Context: an optimization exercise on an open-source flow, tuned for small area, a short achievable clock period and few clock cycles per item. The choices shown serve that exercise and are no tape-out recipe.
Power is estimated from default activity; no workload was simulated.

==> trial 51 <==
// multiplexed_threshold_comparator
module multiplexed_threshold_comparator (
    input  wire        clk,
    input  wire        rst,           
    input  wire        cmd_valid,
    output wire        cmd_ready,
    input  wire [15:0] cmd,
    input  wire [31:0] opnd,
    input  wire [11:0] adc1,
    input  wire [11:0] adc2,
    input  wire        pwr_n,
    input  wire [15:0] bat_in,
    output reg         rsp_valid,
    output reg  [31:0] result,
    output reg         ill
);
    reg [6:0]  lraw;
    reg [6:0]  stable;
    reg [6:0]  dmask;
    reg [31:0] ldt;
    reg [31:0] tref;
    reg        pend;          
    assign cmd_ready = 1'b1;
    wire [3:0] op  = cmd[15:12];
    wire [7:0] idx = cmd[7:0];
    wire idx_z  = (idx == 8'h00);
    wire opnd_hi_z = (opnd[31:16] == 16'h0000);
    wire rsv_z  = (cmd[11:8] == 4'h0);
    wire s_sample = rsv_z && idx_z && (op == 4'h0);
    wire s_upd    = rsv_z && idx_z && (op == 4'h1);
    wire s_isp    = rsv_z && (op == 4'h2);
    wire s_wasp   = rsv_z && (op == 4'h3);
    wire s_wasr   = rsv_z && (op == 4'h4);
    wire s_anyp   = rsv_z && idx_z && (op == 4'h5);
    wire s_anyr   = rsv_z && idx_z && (op == 4'h6);
    wire s_held   = rsv_z && idx_z && (op == 4'h7);
    wire s_name   = rsv_z && (op == 4'h8);
    wire s_pmv    = rsv_z && idx_z && (op == 4'h9) && opnd_hi_z;
    wire s_rmv    = rsv_z && idx_z && (op == 4'hA);
    wire s_rpct   = rsv_z && idx_z && (op == 4'hB);
    wire legal = s_sample | s_upd | s_isp | s_wasp | s_wasr | s_anyp | s_anyr |
                 s_held | s_name | s_pmv | s_rmv | s_rpct;
    wire is_pct = s_pmv | s_rpct;
    wire upd    = cmd_valid & s_upd;
    wire [6:0] raw;
    mtc_sample u_sample (.adc1(adc1), .adc2(adc2), .pwr_n(pwr_n), .raw(raw));
  ...
==> module multiplexed_threshold_comparator, before the edit <==
module multiplexed_threshold_comparator (
    input  wire        clk,
    input  wire        rst,           
    input  wire        cmd_valid,
    output wire        cmd_ready,
    input  wire [15:0] cmd,
    input  wire [31:0] opnd,
    input  wire [11:0] adc1,
    input  wire [11:0] adc2,
    input  wire        pwr_n,
    input  wire [15:0] bat_in,
    output reg         rsp_valid,
    output reg  [31:0] result,
    output reg         ill
);
    reg [6:0]  lraw;
    reg [6:0]  stable;
    reg [6:0]  dmask;
    reg [31:0] ldt;
    reg [31:0] tref;
    reg        pend;          
    assign cmd_ready = 1'b1;
    wire [3:0] op  = cmd[15:12];
    wire [7:0] idx = cmd[7:0];
    wire idx_z  = (idx == 8'h00);
    wire opnd_hi_z = (opnd[31:16] == 16'h0000);
    wire rsv_z  = (cmd[11:8] == 4'h0);
    wire s_sample = rsv_z && idx_z && (op == 4'h0);
    wire s_upd    = rsv_z && idx_z && (op == 4'h1);
    wire s_isp    = rsv_z && (op == 4'h2);
    wire s_wasp   = rsv_z && (op == 4'h3);
    wire s_wasr   = rsv_z && (op == 4'h4);
    wire s_anyp   = rsv_z && idx_z && (op == 4'h5);
    wire s_anyr   = rsv_z && idx_z && (op == 4'h6);
    wire s_held   = rsv_z && idx_z && (op == 4'h7);
    wire s_name   = rsv_z && (op == 4'h8);
    wire s_pmv    = rsv_z && idx_z && (op == 4'h9) && opnd_hi_z;
    wire s_rmv    = rsv_z && idx_z && (op == 4'hA);
    wire s_rpct   = rsv_z && idx_z && (op == 4'hB);
    wire legal = s_sample | s_upd | s_isp | s_wasp | s_wasr | s_anyp | s_anyr |
                 s_held | s_name | s_pmv | s_rmv | s_rpct;
    wire is_pct = s_pmv | s_rpct;
    wire upd    = cmd_valid & s_upd;
    wire [6:0] raw;
    mtc_sample u_sample (.adc1(adc1), .adc2(adc2), .pwr_n(pwr_n), .raw(raw));
    wire [15:0] scaled_mv = bat_in[15] ? 16'hFFFF : {bat_in[14:0], 1'b0};
    wire [6:0] pct;
    mtc_pct u_pct (.mv(result[15:0]), .pct(pct));
    wire [6:0] pressed  = dmask & stable;
    wire [6:0] released = dmask & ~stable;
    wire       idx_lo = (idx[7:3] == 5'd0);
    wire [7:0] st8 = {1'b0, stable};
    wire [7:0] pr8 = {1'b0, pressed};
    wire [7:0] rl8 = {1'b0, released};
    wire bit_res = idx_lo & ((s_isp  & st8[idx[2:0]]) |
                             (s_wasp & pr8[idx[2:0]]) |
                             (s_wasr & rl8[idx[2:0]]));
    wire any_res = (s_anyp & (pressed != 7'd0)) | (s_anyr & (released != 7'd0));
    wire [31:0] diff  = opnd - tref;
    wire        st_nz = (stable != 7'd0);
    wire [31:0] held  = st_nz ? diff : tref;
    wire [2:0]  dlo  = opnd[2:0] - ldt[2:0];
    wire        blo  = (opnd[2:0] < ldt[2:0]);
    wire [28:0] za   = opnd[31:3] ^ ~ldt[31:3];    
    wire [28:0] oa   = opnd[31:3] | ~ldt[31:3];    
    wire        hi_z = (za[0] == ~blo) && (za[28:1] == oa[27:0]);
    wire        near = hi_z && (dlo <= 3'd5);
    wire raw_changed = (raw != lraw);
    wire commit      = !raw_changed && !near && (raw != stable);
    wire [31:0] res =
        ({32{s_held}} & held) |
        ({32{s_pmv}}  & {16'd0, opnd[15:0]}) |
        ({32{s_rmv | s_rpct}} & {16'd0, scaled_mv}) |
        ({32{s_sample}} & {25'd0, raw}) |
        ({32{s_name}} & {29'd0, idx[2:0] | {3{~idx_lo}}}) |
        {31'd0, bit_res | any_res};
    always @(posedge clk) begin
        if (pend) begin
            result <= {25'd0, pct};
            ill    <= 1'b0;
        end else begin
            result <= res;
            ill    <= !legal;
        end
        if (upd && raw_changed)
            ldt <= opnd;
        if (rst) begin
            lraw      <= 7'd0;
            stable    <= 7'd0;
            dmask     <= 7'd0;
            tref      <= 32'd0;
            rsp_valid <= 1'b0;
            pend      <= 1'b0;
        end else begin
            rsp_valid <= (cmd_valid && !is_pct) || pend;
            pend      <= cmd_valid && is_pct;
            if (upd) begin
                if (raw_changed)
                    lraw <= raw;
                dmask <= commit ? (raw ^ stable) : 7'd0;
                if (commit) begin
                    stable <= raw;
                    if (!st_nz)
                        tref <= opnd;
                    else if (raw == 7'd0)
                        tref <= diff;
                end
            end
        end
    end
endmodule
Settings: LEC_CHECK=0, CAP_MARGIN=20, CORE_MARGIN=2, CORE_UTILIZATION=40, SLEW_MARGIN=20; clock period 50.0 ns.
run.sh (not shown) runs the stock make flow with config.mk's settings and CLKGATE_MAP_FILE= SYNTH_SCRIPT=/design/flow/synth_recipe.tcl, a recipe that flattens the netlist after the stock synthesis.
==> trial 12: changes against trial 51 <==
--- a/flow/design.v
+++ b/flow/design.v
@@ -2985,26 +2985,13 @@
     reg        pend;          
     assign cmd_ready = 1'b1;
     wire [3:0] op  = cmd[15:12];
+    wire [3:0] rsv = cmd[11:8];
     wire [7:0] idx = cmd[7:0];
-    wire idx_z  = (idx == 8'h00);
-    wire opnd_hi_z = (opnd[31:16] == 16'h0000);
-    wire rsv_z  = (cmd[11:8] == 4'h0);
-    wire s_sample = rsv_z && idx_z && (op == 4'h0);
-    wire s_upd    = rsv_z && idx_z && (op == 4'h1);
-    wire s_isp    = rsv_z && (op == 4'h2);
-    wire s_wasp   = rsv_z && (op == 4'h3);
-    wire s_wasr   = rsv_z && (op == 4'h4);
-    wire s_anyp   = rsv_z && idx_z && (op == 4'h5);
-    wire s_anyr   = rsv_z && idx_z && (op == 4'h6);
-    wire s_held   = rsv_z && idx_z && (op == 4'h7);
-    wire s_name   = rsv_z && (op == 4'h8);
-    wire s_pmv    = rsv_z && idx_z && (op == 4'h9) && opnd_hi_z;
-    wire s_rmv    = rsv_z && idx_z && (op == 4'hA);
-    wire s_rpct   = rsv_z && idx_z && (op == 4'hB);
-    wire legal = s_sample | s_upd | s_isp | s_wasp | s_wasr | s_anyp | s_anyr |
-                 s_held | s_name | s_pmv | s_rmv | s_rpct;
-    wire is_pct = s_pmv | s_rpct;
-    wire upd    = cmd_valid & s_upd;
+    wire is_iclass = (op == 4'h2) || (op == 4'h3) || (op == 4'h4) || (op == 4'h8);
+    wire legal = (op < 4'hC) && (rsv == 4'h0) && (is_iclass || idx == 8'h00) &&
+                 !(op == 4'h9 && opnd[31:16] != 16'h0000);
+    wire is_pct = (op == 4'h9) || (op == 4'hB);
+    wire upd    = cmd_valid && legal && (op == 4'h1);
     wire [6:0] raw;
     mtc_sample u_sample (.adc1(adc1), .adc2(adc2), .pwr_n(pwr_n), .raw(raw));
     wire [15:0] scaled_mv = bat_in[15] ? 16'hFFFF : {bat_in[14:0], 1'b0};
@@ -3012,38 +2999,40 @@
     mtc_pct u_pct (.mv(result[15:0]), .pct(pct));
     wire [6:0] pressed  = dmask & stable;
     wire [6:0] released = dmask & ~stable;
-    wire       idx_lo = (idx[7:3] == 5'd0);
+    wire       idx_lo   = (idx[7:3] == 5'd0);
     wire [7:0] st8 = {1'b0, stable};
     wire [7:0] pr8 = {1'b0, pressed};
     wire [7:0] rl8 = {1'b0, released};
-    wire bit_res = idx_lo & ((s_isp  & st8[idx[2:0]]) |
-                             (s_wasp & pr8[idx[2:0]]) |
-                             (s_wasr & rl8[idx[2:0]]));
-    wire any_res = (s_anyp & (pressed != 7'd0)) | (s_anyr & (released != 7'd0));
-    wire [31:0] diff  = opnd - tref;
+    wire [31:0] diff = opnd - tref;
     wire        st_nz = (stable != 7'd0);
-    wire [31:0] held  = st_nz ? diff : tref;
-    wire [2:0]  dlo  = opnd[2:0] - ldt[2:0];
-    wire        blo  = (opnd[2:0] < ldt[2:0]);
-    wire [28:0] za   = opnd[31:3] ^ ~ldt[31:3];    
-    wire [28:0] oa   = opnd[31:3] | ~ldt[31:3];    
-    wire        hi_z = (za[0] == ~blo) && (za[28:1] == oa[27:0]);
-    wire        near = hi_z && (dlo <= 3'd5);
+    wire [31:0] held = st_nz ? diff : tref;
+    wire [31:0] dl   = opnd - ldt;
+    wire        far  = (dl > 32'd5);
     wire raw_changed = (raw != lraw);
-    wire commit      = !raw_changed && !near && (raw != stable);
-    wire [31:0] res =
-        ({32{s_held}} & held) |
-        ({32{s_pmv}}  & {16'd0, opnd[15:0]}) |
-        ({32{s_rmv | s_rpct}} & {16'd0, scaled_mv}) |
-        ({32{s_sample}} & {25'd0, raw}) |
-        ({32{s_name}} & {29'd0, idx[2:0] | {3{~idx_lo}}}) |
-        {31'd0, bit_res | any_res};
+    wire commit      = !raw_changed && far && (raw != stable);
+    reg [31:0] res;
+    always @(*) begin
+        case (op)
+            4'h0:    res = {25'd0, raw};
+            4'h2:    res = {31'd0, idx_lo & st8[idx[2:0]]};
+            4'h3:    res = {31'd0, idx_lo & pr8[idx[2:0]]};
+            4'h4:    res = {31'd0, idx_lo & rl8[idx[2:0]]};
+            4'h5:    res = {31'd0, pressed != 7'd0};
+            4'h6:    res = {31'd0, released != 7'd0};
+            4'h7:    res = held;
+            4'h8:    res = {29'd0, idx[2:0] | {3{~idx_lo}}};
+            4'h9:    res = {16'd0, opnd[15:0]};
+            4'hA:    res = {16'd0, scaled_mv};
+            4'hB:    res = {16'd0, scaled_mv};
+            default: res = 32'd0;
+        endcase
+    end
     always @(posedge clk) begin
         if (pend) begin
             result <= {25'd0, pct};
             ill    <= 1'b0;
         end else begin
-            result <= res;
+            result <= legal ? res : 32'd0;
             ill    <= !legal;
         end
         if (upd && raw_changed)
@@ -3056,8 +3045,8 @@
             rsp_valid <= 1'b0;
             pend      <= 1'b0;
         end else begin
-            rsp_valid <= (cmd_valid && !is_pct) || pend;
-            pend      <= cmd_valid && is_pct;
+            rsp_valid <= (cmd_valid && !(legal && is_pct)) || pend;
+            pend      <= cmd_valid && legal && is_pct;
             if (upd) begin
                 if (raw_changed)
                     lraw <= raw;
- ABC_AREA: default -> 1
==> build 23: changes against trial 51 <==
--- a/flow/design.v
+++ b/flow/design.v
@@ -2985,26 +2985,13 @@
     reg        pend;          
     assign cmd_ready = 1'b1;
     wire [3:0] op  = cmd[15:12];
+    wire [3:0] rsv = cmd[11:8];
     wire [7:0] idx = cmd[7:0];
-    wire idx_z  = (idx == 8'h00);
-    wire opnd_hi_z = (opnd[31:16] == 16'h0000);
-    wire rsv_z  = (cmd[11:8] == 4'h0);
-    wire s_sample = rsv_z && idx_z && (op == 4'h0);
-    wire s_upd    = rsv_z && idx_z && (op == 4'h1);
-    wire s_isp    = rsv_z && (op == 4'h2);
-    wire s_wasp   = rsv_z && (op == 4'h3);
-    wire s_wasr   = rsv_z && (op == 4'h4);
-    wire s_anyp   = rsv_z && idx_z && (op == 4'h5);
-    wire s_anyr   = rsv_z && idx_z && (op == 4'h6);
-    wire s_held   = rsv_z && idx_z && (op == 4'h7);
-    wire s_name   = rsv_z && (op == 4'h8);
-    wire s_pmv    = rsv_z && idx_z && (op == 4'h9) && opnd_hi_z;
-    wire s_rmv    = rsv_z && idx_z && (op == 4'hA);
-    wire s_rpct   = rsv_z && idx_z && (op == 4'hB);
-    wire legal = s_sample | s_upd | s_isp | s_wasp | s_wasr | s_anyp | s_anyr |
-                 s_held | s_name | s_pmv | s_rmv | s_rpct;
-    wire is_pct = s_pmv | s_rpct;
-    wire upd    = cmd_valid & s_upd;
+    wire is_iclass = (op == 4'h2) || (op == 4'h3) || (op == 4'h4) || (op == 4'h8);
+    wire legal = (op < 4'hC) && (rsv == 4'h0) && (is_iclass || idx == 8'h00) &&
+                 !(op == 4'h9 && opnd[31:16] != 16'h0000);
+    wire is_pct = (op == 4'h9) || (op == 4'hB);
+    wire upd    = cmd_valid && legal && (op == 4'h1);
     wire [6:0] raw;
     mtc_sample u_sample (.adc1(adc1), .adc2(adc2), .pwr_n(pwr_n), .raw(raw));
     wire [15:0] scaled_mv = bat_in[15] ? 16'hFFFF : {bat_in[14:0], 1'b0};
@@ -3012,38 +2999,40 @@
     mtc_pct u_pct (.mv(result[15:0]), .pct(pct));
     wire [6:0] pressed  = dmask & stable;
     wire [6:0] released = dmask & ~stable;
-    wire       idx_lo = (idx[7:3] == 5'd0);
+    wire       idx_lo   = (idx[7:3] == 5'd0);
     wire [7:0] st8 = {1'b0, stable};
     wire [7:0] pr8 = {1'b0, pressed};
     wire [7:0] rl8 = {1'b0, released};
-    wire bit_res = idx_lo & ((s_isp  & st8[idx[2:0]]) |
-                             (s_wasp & pr8[idx[2:0]]) |
-                             (s_wasr & rl8[idx[2:0]]));
-    wire any_res = (s_anyp & (pressed != 7'd0)) | (s_anyr & (released != 7'd0));
-    wire [31:0] diff  = opnd - tref;
+    wire [31:0] diff = opnd - tref;
     wire        st_nz = (stable != 7'd0);
-    wire [31:0] held  = st_nz ? diff : tref;
-    wire [2:0]  dlo  = opnd[2:0] - ldt[2:0];
-    wire        blo  = (opnd[2:0] < ldt[2:0]);
-    wire [28:0] za   = opnd[31:3] ^ ~ldt[31:3];    
-    wire [28:0] oa   = opnd[31:3] | ~ldt[31:3];    
-    wire        hi_z = (za[0] == ~blo) && (za[28:1] == oa[27:0]);
-    wire        near = hi_z && (dlo <= 3'd5);
+    wire [31:0] held = st_nz ? diff : tref;
+    wire [31:0] dl   = opnd - ldt;
+    wire        far  = (dl > 32'd5);
     wire raw_changed = (raw != lraw);
-    wire commit      = !raw_changed && !near && (raw != stable);
-    wire [31:0] res =
-        ({32{s_held}} & held) |
-        ({32{s_pmv}}  & {16'd0, opnd[15:0]}) |
-        ({32{s_rmv | s_rpct}} & {16'd0, scaled_mv}) |
-        ({32{s_sample}} & {25'd0, raw}) |
-        ({32{s_name}} & {29'd0, idx[2:0] | {3{~idx_lo}}}) |
-        {31'd0, bit_res | any_res};
+    wire commit      = !raw_changed && far && (raw != stable);
+    reg [31:0] res;
+    always @(*) begin
+        case (op)
+            4'h0:    res = {25'd0, raw};
+            4'h2:    res = {31'd0, idx_lo & st8[idx[2:0]]};
+            4'h3:    res = {31'd0, idx_lo & pr8[idx[2:0]]};
+            4'h4:    res = {31'd0, idx_lo & rl8[idx[2:0]]};
+            4'h5:    res = {31'd0, pressed != 7'd0};
+            4'h6:    res = {31'd0, released != 7'd0};
+            4'h7:    res = held;
+            4'h8:    res = {29'd0, idx[2:0] | {3{~idx_lo}}};
+            4'h9:    res = {16'd0, opnd[15:0]};
+            4'hA:    res = {16'd0, scaled_mv};
+            4'hB:    res = {16'd0, scaled_mv};
+            default: res = 32'd0;
+        endcase
+    end
     always @(posedge clk) begin
         if (pend) begin
             result <= {25'd0, pct};
             ill    <= 1'b0;
         end else begin
-            result <= res;
+            result <= legal ? res : 32'd0;
             ill    <= !legal;
         end
         if (upd && raw_changed)
@@ -3056,8 +3045,8 @@
             rsp_valid <= 1'b0;
             pend      <= 1'b0;
         end else begin
-            rsp_valid <= (cmd_valid && !is_pct) || pend;
-            pend      <= cmd_valid && is_pct;
+            rsp_valid <= (cmd_valid && !(legal && is_pct)) || pend;
+            pend      <= cmd_valid && legal && is_pct;
             if (upd) begin
                 if (raw_changed)
                     lraw <= raw;
==> comparison table <==
item	trial 51	build 23	trial 12
Tap cells	390	442	442
#MultiIn Comb	1,366	1,568	1,781
Largest driver fanout on the critical path	64	24	64
Library cell occupying the most area in the post-synthesis netlist	dfxtp_1	dfxtp_1	nand2_1
Result of the run	no timing/DRC/antenna violations	no timing/DRC/antenna violations	no timing/DRC/antenna violations
Uppermost layer routed	met4	met5	met4
Final cell utilization of the core	48.0%	47.3%	47.4%
Multi-input gate share of the layout cell area	60.1%	62.3%	58.1%
Met3 routed wirelength	4670 µm	5530 µm	5600 µm
Synth Area in XOR/XNOR	4.77%	3.39%	1.26%
FF/Latch Area	2730 µm²	2730 µm²	2720 µm²
Post-route design area	14,300 µm²	15,300 µm²	15,400 µm²
Capture point of the worst reg-to-reg path	result[1]	result[3]	result[0]
Arrival time at the worst endpoint	14,280 ps	14,600 ps	13,820 ps
Power in combinational cells	0.0346 mW	0.0483 mW	0.0484 mW
Standby leakage power	5.05 nW	5.49 nW	7.17 nW
Post-place setup slack	35,630 ps	35,410 ps	36,140 ps
Clk pwr share	50.1%	46.7%	45.5%
Clock network power	0.135 mW	0.130 mW	0.124 mW
Total inserted antenna cells	0	0	1
No run of this note included a check of the RTL's function; only the layout flow was run.

-- static timing again, ports no longer ideal --
How much do the figures lean on ideal ports? The routed layouts below were timed once more, with nothing changed but the port constraints.
Step 1 assumes that a clkbuf_16 drives the clock port and a buf_2 every other input.
Step 2 adds t to the input delays and takes it off the output delays; t is the mean of the earliest and latest rising clock arrival at the registers after step 1. Input paths then give back, and output paths get back, about the clock's delay inside the block.
a / b / c = ideal ports / drivers / drivers and shift; a / b = the first two.
run	t, ns	slack for setup (ns)	worst hold slack (ns)	worst setup path at the end	worst data-port slew with drivers (ns)
trial 51	0.463	36.046 / 36.070 / 35.607	0.478 / 0.478 / 0.478	input to register	0.06
trial 12	0.475	36.502 / 36.468 / 35.993	0.469 / 0.469 / 0.469	input to register	0.09
build 23	0.466	35.717 / 35.727 / 35.261	0.477 / 0.477 / 0.477	input to register	0.04
After both steps every run listed still meets setup and hold. For trial 12, which loses most, drivers alone change the setup slack by -0.034 ns; drivers and shift together by -0.509 ns.
